What follows belongs to an exercise in optimizing a design on an open flow for small area, a short achievable clock period and few clock cycles; a production flow would make more cautious choices.
Function was checked by simulation only, so behaviour that the tests miss may differ from the original.
Power is estimated from default activity; no workload was simulated.

==> flow/design.v <==
module prng_sampler (
    input  wire        clk,
    input  wire        rst,           
    input  wire        cmd_valid,
    output wire        cmd_ready,
    input  wire [2:0]  cmd_op,
    input  wire [1:0]  cmd_gen,
    input  wire [31:0] cmd_a,
    input  wire [31:0] cmd_b,
    output wire        rsp_valid,
    output wire [31:0] rsp_data,
    output wire [1:0]  rsp_status
);
    parameter K  = 3;                       
    parameter KS = 4;                       
    localparam NSC = 16 / KS;               
    localparam OP_SET = 3'd0, OP_GET = 3'd1, OP_NEXT = 3'd2, OP_UNIFORM = 3'd3;
    localparam G_XS = 2'd0, G_MINSTD = 2'd1, G_MARS = 2'd2, G_SHIFT = 2'd3;
    localparam ST_OK = 2'd0, ST_PARAM = 2'd1, ST_BAD = 2'd2;
    localparam M_NONE = 2'd0, M_DIV = 2'd1, M_CHK = 2'd2;
    reg [31:0] xs_state, minstd_state, mars_state;
    reg [4:0]  sh_a, sh_b, sh_c;
    reg        vld_r;
    reg [2:0]  op_r;
    reg [1:0]  gen_r;
    reg [31:0] a_r, b_r;
    reg [1:0]  mode;
    reg        phase_t;      
    reg [1:0]  g;
    reg [31:0] lower;
    reg [31:0] rem;
    reg [31:0] dv;           
    reg [31:0] d0;           
    reg [4:0]  s0;           
    reg [5:0]  rs;           
    reg        qf;           
    reg        sm;           
    reg [7:0]  srem;         
    reg [7:0]  srng;         
    reg [9:0]  srng3;        
    reg        pv, padd;
    reg [1:0]  pst;
    wire ex = vld_r && (mode == M_NONE);
    assign rsp_valid  = pv;
    assign rsp_status = pst;
    assign rsp_data   = rem + (padd ? lower : 32'd0);
    assign cmd_ready = !vld_r || (mode == M_NONE);
    function [31:0] xs_step(input [31:0] s_in, input [4:0] a, input [4:0] b, input [4:0] c);
        reg [31:0] s;
        begin
            s = s_in;
            s = s ^ (s << a);
            s = s ^ (s >> b);
            s = s ^ (s << c);
            xs_step = s;
        end
    endfunction
    function [30:0] rl(input [30:0] x, input integer k);
        rl = (x << k) | (x >> (31 - k));
    endfunction
    function [61:0] csa(input [30:0] a, input [30:0] b, input [30:0] c);
        reg [30:0] s, m;
        begin
            s = a ^ b ^ c;
            m = (a & b) | (a & c) | (b & c);
            csa = {s, m[29:0], m[30]};
        end
    endfunction
    function [30:0] addm(input [30:0] a, input [30:0] b);
        reg [31:0] s0;
        reg [30:0] t;
        begin
            s0 = {1'b0, a} + {1'b0, b};
            t  = s0[30:0] + {30'd0, s0[31]};
            addm = (&t) ? 31'd0 : t;
        end
    endfunction
    function [31:0] lcg_step(input [31:0] x, input is_m);
        reg [30:0] xl, t0, t1, t2, t3, t4, t5, t6, t7;
        reg [61:0] c0, c1, c2, c3, c4, c5;
        begin
            xl = x[30:0];
            t0 = rl(xl, 16);
            t1 = rl(xl, 4);
            t2 = xl ^ {31{is_m}};
            t3 = is_m ? ~rl(xl, 14) : rl(xl, 12);
            t4 = is_m ? ~rl(xl, 10) : ~rl(xl, 9);
            t5 = is_m ? rl(xl, 7) : ~rl(xl, 6);
            t6 = is_m ? 31'd0 : ~rl(xl, 2);
            t7 = is_m ? (x[31] ? 31'd48271 : 31'd0) : (x[31] ? 31'd431506 : 31'd362437);
            c0 = csa(t0, t1, t2);
            c1 = csa(t3, t4, t5);
            c2 = csa(t6, t7, c0[61:31]);
            c3 = csa(c0[30:0], c1[61:31], c1[30:0]);
            c4 = csa(c2[61:31], c2[30:0], c3[61:31]);
            c5 = csa(c3[30:0], c4[61:31], c4[30:0]);
            lcg_step = {1'b0, addm(c5[61:31], c5[30:0])};
        end
    endfunction
    wire [31:0] xs_nx     = xs_step(xs_state, sh_a, sh_b, sh_c);
    wire [1:0]  dsel   = (mode == M_NONE) ? gen_r : g;
    wire        sel_m  = (dsel == G_MINSTD);
    wire [31:0] lcg_x  = sel_m ? minstd_state : mars_state;
    wire [31:0] lcg_nx = lcg_step(lcg_x, sel_m);
    wire [31:0] shift_word = {11'd0, sh_c, 3'd0, sh_b, 3'd0, sh_a};
    wire [32:0] diff   = {1'b0, b_r} - {1'b0, a_r};
    wire [31:0] range  = diff[31:0];
    wire        a_gt_b = diff[32];
    wire        r_zero = (range == 32'd0);
    wire [31:0] sm1 = range | (range >> 1);
    wire [31:0] sm2 = sm1 | (sm1 >> 2);
    wire [31:0] sm3 = sm2 | (sm2 >> 4);
    wire [31:0] sm4 = sm3 | (sm3 >> 8);
    wire [31:0] rm1 = (sm4 | (sm4 >> 16)) >> 1;
    wire        pow2 = ((range & rm1) == 32'd0);      
    wire is_set  = (op_r == OP_SET);
    wire is_get  = (op_r == OP_GET);
    wire is_next = (op_r == OP_NEXT) && (gen_r != G_SHIFT);
    wire is_uni  = (op_r == OP_UNIFORM) && (gen_r != G_SHIFT);
    wire uni_go  = is_uni && !a_gt_b && !r_zero;
    reg [31:0] nrm;
    reg [4:0]  nsh;
    always @(*) begin
        nrm = range;
        nsh = 5'd0;
        if (nrm[31:16] == 16'd0) begin nrm = nrm << 16; nsh[4] = 1'b1; end
        if (nrm[31:24] == 8'd0)  begin nrm = nrm << 8;  nsh[3] = 1'b1; end
        if (nrm[31:28] == 4'd0)  begin nrm = nrm << 4;  nsh[2] = 1'b1; end
        if (nrm[31:30] == 2'd0)  begin nrm = nrm << 2;  nsh[1] = 1'b1; end
        if (nrm[31] == 1'b0)     begin nrm = nrm << 1;  nsh[0] = 1'b1; end
    end
    reg [31:0] rq [0:K];
    reg        sub_any;
    integer i;
    always @(*) begin
        rq[0] = rem;
        sub_any = 1'b0;
        for (i = 0; i < K; i = i + 1) begin
            if ((rs > i) && (rq[i] >= (dv >> i))) begin
                rq[i+1] = rq[i] - (dv >> i);
                sub_any = 1'b1;
            end else begin
                rq[i+1] = rq[i];
            end
        end
    end
    reg [9:0]  st [0:KS];
    reg [7:0]  sr [0:KS];
    reg [10:0] sd1, sd2, sd3;
    reg        ssub_any;
    integer j;
    always @(*) begin
        sr[0] = srem;
        ssub_any = 1'b0;
        for (j = 0; j < KS; j = j + 1) begin
            st[j] = {sr[j], rem[31-2*j], rem[30-2*j]};
            sd1 = {1'b0, st[j]} - {3'b0, srng};
            sd2 = {1'b0, st[j]} - {2'b0, srng, 1'b0};
            sd3 = {1'b0, st[j]} - {1'b0, srng3};
            if (!sd3[10])      sr[j+1] = sd3[7:0];
            else if (!sd2[10]) sr[j+1] = sd2[7:0];
            else if (!sd1[10]) sr[j+1] = sd1[7:0];
            else               sr[j+1] = st[j][7:0];
            if (!sd1[10]) ssub_any = 1'b1;
        end
    end
    wire small_rng = (range[31:8] == 24'd0);
    wire div_last = sm ? (rs == 6'd1) : (rs <= K);
    wire qf_nx    = qf | (sm ? ssub_any : sub_any);
    reg [31:0] d_state;
    always @(*) begin
        case (dsel)
            G_XS:     d_state = xs_state;
            G_MINSTD: d_state = minstd_state;
            G_MARS:   d_state = mars_state;
            default:  d_state = shift_word;
        endcase
    end
    wire [31:0] d_nx = (dsel == G_XS) ? xs_nx : lcg_nx;
    wire chk_acc = !(rem >= dv);
    wire any_draw = (ex && (is_next || uni_go)) || ((mode == M_CHK) && !chk_acc);
    wire draw_xs  = any_draw && (dsel == G_XS);
    wire draw_ms  = any_draw && (dsel == G_MINSTD);
    wire draw_mr  = any_draw && (dsel == G_MARS);
    wire ex_set   = ex && is_set;
    always @(posedge clk) begin
        if (cmd_ready) begin
            op_r  <= cmd_op;
            gen_r <= cmd_gen;
            a_r   <= cmd_a;
            b_r   <= cmd_b;
        end
        if (rst) begin
            xs_state     <= 32'd0;
            minstd_state <= 32'd0;
            mars_state   <= 32'd0;
            sh_a         <= 5'd1;
            sh_b         <= 5'd3;
            sh_c         <= 5'd10;
            vld_r        <= 1'b0;
            mode         <= M_NONE;
            pv           <= 1'b0;
        end else begin
            pv        <= 1'b0;
            if (cmd_ready) vld_r <= cmd_valid;
            if (draw_xs)                               xs_state <= xs_nx;
            else if (ex_set && gen_r == G_XS)          xs_state <= a_r;
            if (draw_ms)                               minstd_state <= lcg_nx;
            else if (ex_set && gen_r == G_MINSTD)      minstd_state <= a_r;
            if (draw_mr)                               mars_state <= lcg_nx;
            else if (ex_set && gen_r == G_MARS)        mars_state <= a_r;
            if (ex_set && gen_r == G_SHIFT) begin
                sh_a <= a_r[4:0];
                sh_b <= a_r[12:8];
                sh_c <= a_r[20:16];
            end
            if (ex) begin
                pst  <= ST_OK;
                padd <= 1'b0;
                pv   <= 1'b1;
                rem  <= 32'd0;
                case (op_r)
                OP_SET: ;
                OP_GET:  rem <= d_state;
                OP_NEXT: begin
                    if (gen_r == G_SHIFT) pst <= ST_BAD;
                    else rem <= d_nx;
                end
                OP_UNIFORM: begin
                    if (gen_r == G_SHIFT) pst <= ST_BAD;
                    else if (a_gt_b) pst <= ST_PARAM;
                    else if (r_zero) rem <= a_r;
                    else if (pow2) begin
                        rem     <= d_nx & rm1;
                        lower   <= a_r;
                        padd    <= 1'b1;
                    end else begin
                        pv      <= 1'b0;
                        rem     <= d_nx;
                        lower   <= a_r;
                        g       <= gen_r;
                        dv      <= nrm;
                        d0      <= nrm;
                        s0      <= nsh;
                        sm      <= small_rng;
                        srng    <= range[7:0];
                        srng3   <= {2'b0, range[7:0]} + {1'b0, range[7:0], 1'b0};
                        srem    <= 8'd0;
                        rs      <= small_rng ? NSC : {1'b0, nsh} + 6'd1;
                        qf      <= 1'b0;
                        phase_t <= 1'b0;
                        mode    <= M_DIV;
                    end
                end
                default: pst <= ST_BAD;
                endcase
            end else if (mode == M_DIV) begin
                if (sm) begin
                    srem <= sr[KS];
                    rs   <= rs - 6'd1;
                    rem  <= div_last ? {24'd0, sr[KS]} : (rem << (2*KS));
                end else begin
                    rem <= rq[K];
                    dv  <= dv >> K;
                    rs  <= rs - K;
                end
                qf  <= qf_nx;
                if (div_last) begin
                    if (phase_t) begin
                        dv   <= d_state;
                        mode <= M_CHK;
                    end else if (qf_nx) begin
                        mode <= M_NONE;
                        pv   <= 1'b1;
                        padd <= 1'b1;
                        pst  <= ST_OK;
                    end else begin
                        rem     <= sm ? 32'hFFFF_FFFF : ~d0;
                        dv      <= d0;
                        srem    <= 8'd0;
                        rs      <= sm ? NSC : {1'b0, s0} + 6'd1;
                        phase_t <= 1'b1;
                    end
                end
            end else if (mode == M_CHK) begin
                if (chk_acc) begin
                    rem  <= d_state;
                    mode <= M_NONE;
                    pv   <= 1'b1;
                    padd <= 1'b1;
                    pst  <= ST_OK;
                end else begin
                    rem     <= d_nx;
                    dv      <= d0;
                    srem    <= 8'd0;
                    rs      <= sm ? NSC : {1'b0, s0} + 6'd1;
                    qf      <= 1'b0;
                    phase_t <= 1'b0;
                    mode    <= M_DIV;
                end
            end
        end
    end
endmodule
clock: 17.0 ns
lec_check: 0
cap_margin: 20
core_margin: 2
core_utilization: 40
place_density: 0.6
setup_slack_margin: 5
slew_margin: 20
run.sh (not shown) runs the stock make flow with config.mk's settings and CLKGATE_MAP_FILE= SYNTH_SCRIPT=/design/flow/synth_recipe.tcl, a recipe that flattens the netlist after the stock synthesis.
Testbench counts at the start, summed over its fixed seeds: cycles 14,988.
Rerun with:
--- a/flow/design.v
+++ b/flow/design.v
@@ -65,15 +65,16 @@
             m = (a & b) | (a & c) | (b & c);
             csa = {s, m[29:0], m[30]};
         end
     endfunction
     function [30:0] addm(input [30:0] a, input [30:0] b);
-        reg [31:0] s0;
+        reg [31:0] s0, s1;
         reg [30:0] t;
         begin
             s0 = {1'b0, a} + {1'b0, b};
-            t  = s0[30:0] + {30'd0, s0[31]};
+            s1 = {1'b0, a} + {1'b0, b} + 32'd1;
+            t  = s0[31] ? s1[30:0] : s0[30:0];
             addm = (&t) ? 31'd0 : t;
         end
     endfunction
     function [31:0] lcg_step(input [31:0] x, input is_m);
         reg [30:0] xl, t0, t1, t2, t3, t4, t5, t6, t7;
@@ -105,16 +106,12 @@
     wire [31:0] shift_word = {11'd0, sh_c, 3'd0, sh_b, 3'd0, sh_a};
     wire [32:0] diff   = {1'b0, b_r} - {1'b0, a_r};
     wire [31:0] range  = diff[31:0];
     wire        a_gt_b = diff[32];
     wire        r_zero = (range == 32'd0);
-    wire [31:0] sm1 = range | (range >> 1);
-    wire [31:0] sm2 = sm1 | (sm1 >> 2);
-    wire [31:0] sm3 = sm2 | (sm2 >> 4);
-    wire [31:0] sm4 = sm3 | (sm3 >> 8);
-    wire [31:0] rm1 = (sm4 | (sm4 >> 16)) >> 1;
-    wire        pow2 = ((range & rm1) == 32'd0);      
+    wire [31:0] rm1    = b_r + ~a_r;                  
+    wire        pow2   = ((range & rm1) == 32'd0);    
     wire is_set  = (op_r == OP_SET);
     wire is_get  = (op_r == OP_GET);
     wire is_next = (op_r == OP_NEXT) && (gen_r != G_SHIFT);
     wire is_uni  = (op_r == OP_UNIFORM) && (gen_r != G_SHIFT);
     wire uni_go  = is_uni && !a_gt_b && !r_zero;
@@ -175,11 +172,11 @@
             G_MARS:   d_state = mars_state;
             default:  d_state = shift_word;
         endcase
     end
     wire [31:0] d_nx = (dsel == G_XS) ? xs_nx : lcg_nx;
-    wire chk_acc = !(rem >= dv);
+    wire chk_acc = (d_state > rem) || (d0 == 32'h8000_0000);
     wire any_draw = (ex && (is_next || uni_go)) || ((mode == M_CHK) && !chk_acc);
     wire draw_xs  = any_draw && (dsel == G_XS);
     wire draw_ms  = any_draw && (dsel == G_MINSTD);
     wire draw_mr  = any_draw && (dsel == G_MARS);
     wire ex_set   = ex && is_set;
@@ -265,11 +262,10 @@
                     rs  <= rs - K;
                 end
                 qf  <= qf_nx;
                 if (div_last) begin
                     if (phase_t) begin
-                        dv   <= d_state;
                         mode <= M_CHK;
                     end else if (qf_nx) begin
                         mode <= M_NONE;
                         pv   <= 1'b1;
                         padd <= 1'b1;
After rerunning: Clock power is lower by about 8%; total power is higher by 84%; combinational power is higher by 120%; routed wire length is lower by 5.6%; core utilization is lower by 0.26 points; sequential power is higher by about 20%; fmax stays flat; synthesized area is lower by 2.2%; design area is lower by 3.2%; setup slack loses 0.019 ns; global-route usage is lower by 0.98 points; die area is lower by 2.2%; hold slack loses 0.093 ns; cell count is lower by 3.6%.
Testbench counts after the change, summed over its fixed seeds: cycles 14,988.

==> port drivers added, routing unchanged <==
In the flow no input, the clock included, has a driving cell. The finished layouts below were timed again as built, in two steps.
Step 1 assumes that a clkbuf_16 drives the clock port and a buf_2 every other input.
Step 2 adds t to the input delays and takes it off the output delays; t is the mean of the earliest and latest rising clock arrival at the registers after step 1. Input paths then give back, and output paths get back, about the clock's delay inside the block.
a / b / c = no drivers / after step 1 / after step 2; a / b = the first two.
run | shift t [ns] | setup WS [ns] | pins driven straight from the clock port
the first run | 0.720 | 5.418 / 5.418 / 5.418 | 1
the second run | 0.706 | 5.400 / 5.400 / 5.400 | 1
After both steps every run listed still meets setup and hold.
